This is an optimization exercise on Yosys and OpenROAD, whose aim is small area, a short achievable clock period and few clock cycles per item, not a production implementation. Function was checked by simulation only, so behaviour that the tests miss may differ from the original. Power figures rest on the tool's default switching activity, not on a simulated workload.

Design gs_writer, start of the top module:
module gs_writer (
    input             clk,
    input             rst,
    input             cmd_valid,
    output            cmd_ready,
    input      [3:0]  cmd_op,
    input      [7:0]  cmd_nbits,
    input      [63:0] cmd_value,
    output            out_valid,
    input             out_ready,
    output     [31:0] out_data,
    output     [2:0]  out_bytes,
    output reg        rsp_valid,
    output reg [2:0]  rsp_code,
    output     [15:0] rsp_bits,
    output     [31:0] rsp_crc
);
Size: about 1500 cells after synthesis, about 220 flip-flops, ~14000 µm² of cells after synthesis.
Settings: LEC_CHECK=0, CAP_MARGIN=20, CORE_MARGIN=2, CORE_UTILIZATION=40, PLACE_DENSITY=0.6, SETUP_SLACK_MARGIN=3, SLEW_MARGIN=20; clock period 6.0 ns.
run.sh (not shown) runs the stock make flow with config.mk's settings and CLKGATE_MAP_FILE= SYNTH_SCRIPT=/design/flow/synth_recipe.tcl, a recipe that flattens the netlist after the stock synthesis.
Testbench counts at the start, summed over its fixed seeds: cycles 11,688, commands 9,484.
Edit:
==> flow/flow/run.sh (new file) <==
#!/bin/bash
# The standard layout (standard.sh: ORFS synthesis to final layout), with one change:
# the buffer placed on every input and output port is the smallest buffer cell,
# sky130_fd_sc_hd__buf_1, instead of the default pick. Timing repair may still resize it.
set -euo pipefail
export BUFFER_PORTS_ARGS="-buffer_cell sky130_fd_sc_hd__buf_1"
bash standard.sh > standard.log 2>&1
==> flow/standard.sh (new file) <==
#!/bin/bash
# synth_recipe.tcl (not shown) runs the flow's synth.tcl, then flattens the netlist and writes it again
# the make line also repeats each setting of config.mk as NAME=value (left out here)
make -C /OpenROAD-flow-scripts/flow DESIGN_CONFIG=/design/flow/config.mk WORK_HOME=/design/flow/orfs CLKGATE_MAP_FILE= SYNTH_SCRIPT=/design/flow/synth_recipe.tcl "${@:-finish}"
- CTS_CLUSTER_DIAMETER: not set -> 100
- CTS_CLUSTER_SIZE: not set -> 30
removed: flow/run.sh
Outcome:
- The new run completed with no timing, DRC or antenna violations
- cell count falls by 2.2%
- global-route usage falls by 0.29 points
- synthesized area does not change
- cell area falls by 9.7%
- setup slack gets better by 0.047 ns
- utilization falls by 5.2 points
- sequential share of layout area rises by 2.9 points
- clock skew rises by 0.013 ns
- register-to-register slack gets better by 0.12 ns
- first-iteration DRC count rises by 3.0%
Edit:
- CORE_UTILIZATION: 40 -> 55
- CTS_CLUSTER_DIAMETER: 100 -> not set
- CTS_CLUSTER_SIZE: 30 -> not set
- PLACE_DENSITY: 0.6 -> 0.7
Effect: Clock skew fell by 0.017 ns; final cell count fell by 3.0%; core utilization increases by 21 points; global-route usage went up by 8.0 points; die area decreases by about 27%; critical path depth is unchanged; routed wire length increases by about 1.3%; via count rises by about 5.6%.
Edit:
- CORE_UTILIZATION: 55 -> 40
- CTS_CLUSTER_DIAMETER: not set -> 80
- CTS_CLUSTER_SIZE: not set -> 20
- PLACE_DENSITY: 0.7 -> 0.6
What happened: The changed run went through all stages and came out clean; die area climbs by 37%; clock-buffer cell count drops by 6; setup slack improves by 0.038 ns; power drops by about 10%; sequential power barely changes; worst hold slack degrades by 0.0088 ns; clock skew climbs by 0.0035 ns; core utilization drops by 21 points.
Edit:
- CTS_CLUSTER_DIAMETER: 80 -> not set
- CTS_CLUSTER_SIZE: 20 -> not set
=> The new run ran to the end with no violations; worst setup slack got worse by 0.020 ns; total power grows by roughly a tenth; routed wire length grows slightly.

---

== try-harbor ==
Another version of the RTL of gs_writer (not shown whole).
Size: ~1600 cells after synthesis, roughly 170 I/O pins, ~0.016 mm^2 of cells after synthesis.
## gs_writer
module gs_writer (
    input             clk,
    input             rst,
    input             cmd_valid,
    output            cmd_ready,
    input      [3:0]  cmd_op,
    input      [7:0]  cmd_nbits,
    input      [63:0] cmd_value,
    output            out_valid,
    input             out_ready,
    output     [31:0] out_data,
    output     [2:0]  out_bytes,
    output reg        rsp_valid,
    output reg [2:0]  rsp_code,
    output     [15:0] rsp_bits,
    output     [31:0] rsp_crc
);
export LEC_CHECK = 0
export CAP_MARGIN = 20
export CORE_MARGIN = 2
export CORE_UTILIZATION = 40
export CTS_CLUSTER_DIAMETER = 80
export CTS_CLUSTER_SIZE = 20
export PLACE_DENSITY = 0.6
export SETUP_SLACK_MARGIN = 3
export SLEW_MARGIN = 20
create_clock -name core_clock -period 6.0 [get_ports {clk}]
standard.sh (not shown) runs the stock make flow with config.mk's settings and CLKGATE_MAP_FILE= SYNTH_SCRIPT=/design/flow/synth_recipe.tcl, a recipe that flattens the netlist after the stock synthesis.
==> flow/flow/run.sh <==
#!/bin/bash
# The standard layout (standard.sh: ORFS synthesis to final layout), with one change:
# the buffer placed on every input and output port is the smallest buffer cell,
# sky130_fd_sc_hd__buf_1, instead of the default pick. Timing repair may still resize it.
set -euo pipefail
export BUFFER_PORTS_ARGS="-buffer_cell sky130_fd_sc_hd__buf_1"
bash standard.sh > standard.log 2>&1
Testbench counts of try-harbor, summed over its fixed seeds: cycles 11,575, commands 9,484.
[inputs] try-yarrow vs try-harbor
# try-harbor
export LEC_CHECK = 0
export CAP_MARGIN = 20
export CORE_MARGIN = 2
export CORE_UTILIZATION = 40
export CTS_CLUSTER_DIAMETER = 80
export CTS_CLUSTER_SIZE = 20
export PLACE_DENSITY = 0.6
export SETUP_SLACK_MARGIN = 3
export SLEW_MARGIN = 20
create_clock -name core_clock -period 6.0 [get_ports {clk}]
# try-yarrow
export LEC_CHECK = 0
export CAP_MARGIN = 20
export CORE_MARGIN = 2
export CORE_UTILIZATION = 40
export PLACE_DENSITY = 0.6
export SETUP_SLACK_MARGIN = 3
export SLEW_MARGIN = 20
create_clock -name core_clock -period 6.0 [get_ports {clk}]
Findings:
Fraction of area in clock buffers and inverters: try-yarrow vs try-harbor up 2.3 points. Compared with try-harbor, try-yarrow shows a power density over the cells that is 29 mW/mm^2 higher. Compared to try-harbor, try-yarrow has normalized max-slew margin 0.33 points lower. Summary: with try-harbor as the reference, final standard cell area without fillers in try-yarrow moved up by a few percent. From try-harbor to try-yarrow the numbers moved as follows: fraction of the cycle the final worst path needs shows a reduction of 0.29 points; post-route non-filler standard cell count shows an increase of 16; met3 global-route usage shows a reduction of 0.35 points.

---

Another version of the RTL of gs_writer (not shown whole).
Size: ~15000 um^2 of cells after synthesis.
clock: 6.0 ns
lec_check: 0
cap_margin: 20
core_margin: 2
core_utilization: 40
cts_cluster_diameter: 100
cts_cluster_size: 30
place_density: 0.6
setup_slack_margin: 3
slew_margin: 20
Scripts as last shown in full above: flow/flow/run.sh
Testbench counts at the start, summed over its fixed seeds: cycles 11,688, commands 9,484.
Edit:
Settings changed: CTS_CLUSTER_DIAMETER 100 to 80, CTS_CLUSTER_SIZE 30 to 20.
Effect: Worst hold slack barely changes; die area stays the same; clock skew hardly moves; clock-buffer cell count went up by 8; synthesized cell count does not change; via count hardly moves; global-route usage came out higher by 0.17 points; utilization falls by 0.26 points.

## port drivers added, routing unchanged
The flow's constraints put no driver on any port. The routed layouts listed below were extracted and timed again, unchanged, in two steps. Step 1 sets driving cells, clkbuf_16 on the clock port and buf_2 on the other inputs (assumed; they add their load-dependent delay and slew). Step 2, shift: input delay + t, output delay - t, t = (earliest + latest rising clock arrival at the registers) / 2. This alone moves slack from input paths to output paths. a / b / c = ideal ports / drivers / drivers and shift; a / b = the first two.
run | t, ns | setup WS [ns] | worst setup path after step 2 | worst data-port slew with drivers (ns)
the first run of note 1 | 0.589 | 2.837 / 2.784 / 2.515 | input to register | 0.07
the second run of note 1 | 0.552 | 2.884 / 2.827 / 2.533 | input to register | 0.05
the third run of note 1 | 0.581 | 2.846 / 2.791 / 2.496 | input to register | 0.06
the fourth run of note 1 | 0.564 | 2.884 / 2.827 / 2.470 | input to register | 0.07
the fifth run of note 1 | 0.595 | 2.864 / 2.806 / 2.538 | input to register | 0.05
try-harbor | 0.593 | 3.016 / 2.999 / 2.460 | input to register | 0.06
try-yarrow | 0.621 | 3.034 / 2.975 / 2.519 | input to register | 0.06
the first run of note 3 | 0.553 | 2.992 / 2.926 / 2.581 | input to register | 0.06
the second run of note 3 | 0.563 | 2.999 / 2.934 / 2.524 | input to register | 0.06
After both steps every run listed still meets setup and hold. For try-harbor, which loses most, drivers alone change the setup slack by -0.017 ns; drivers and shift together by -0.556 ns.
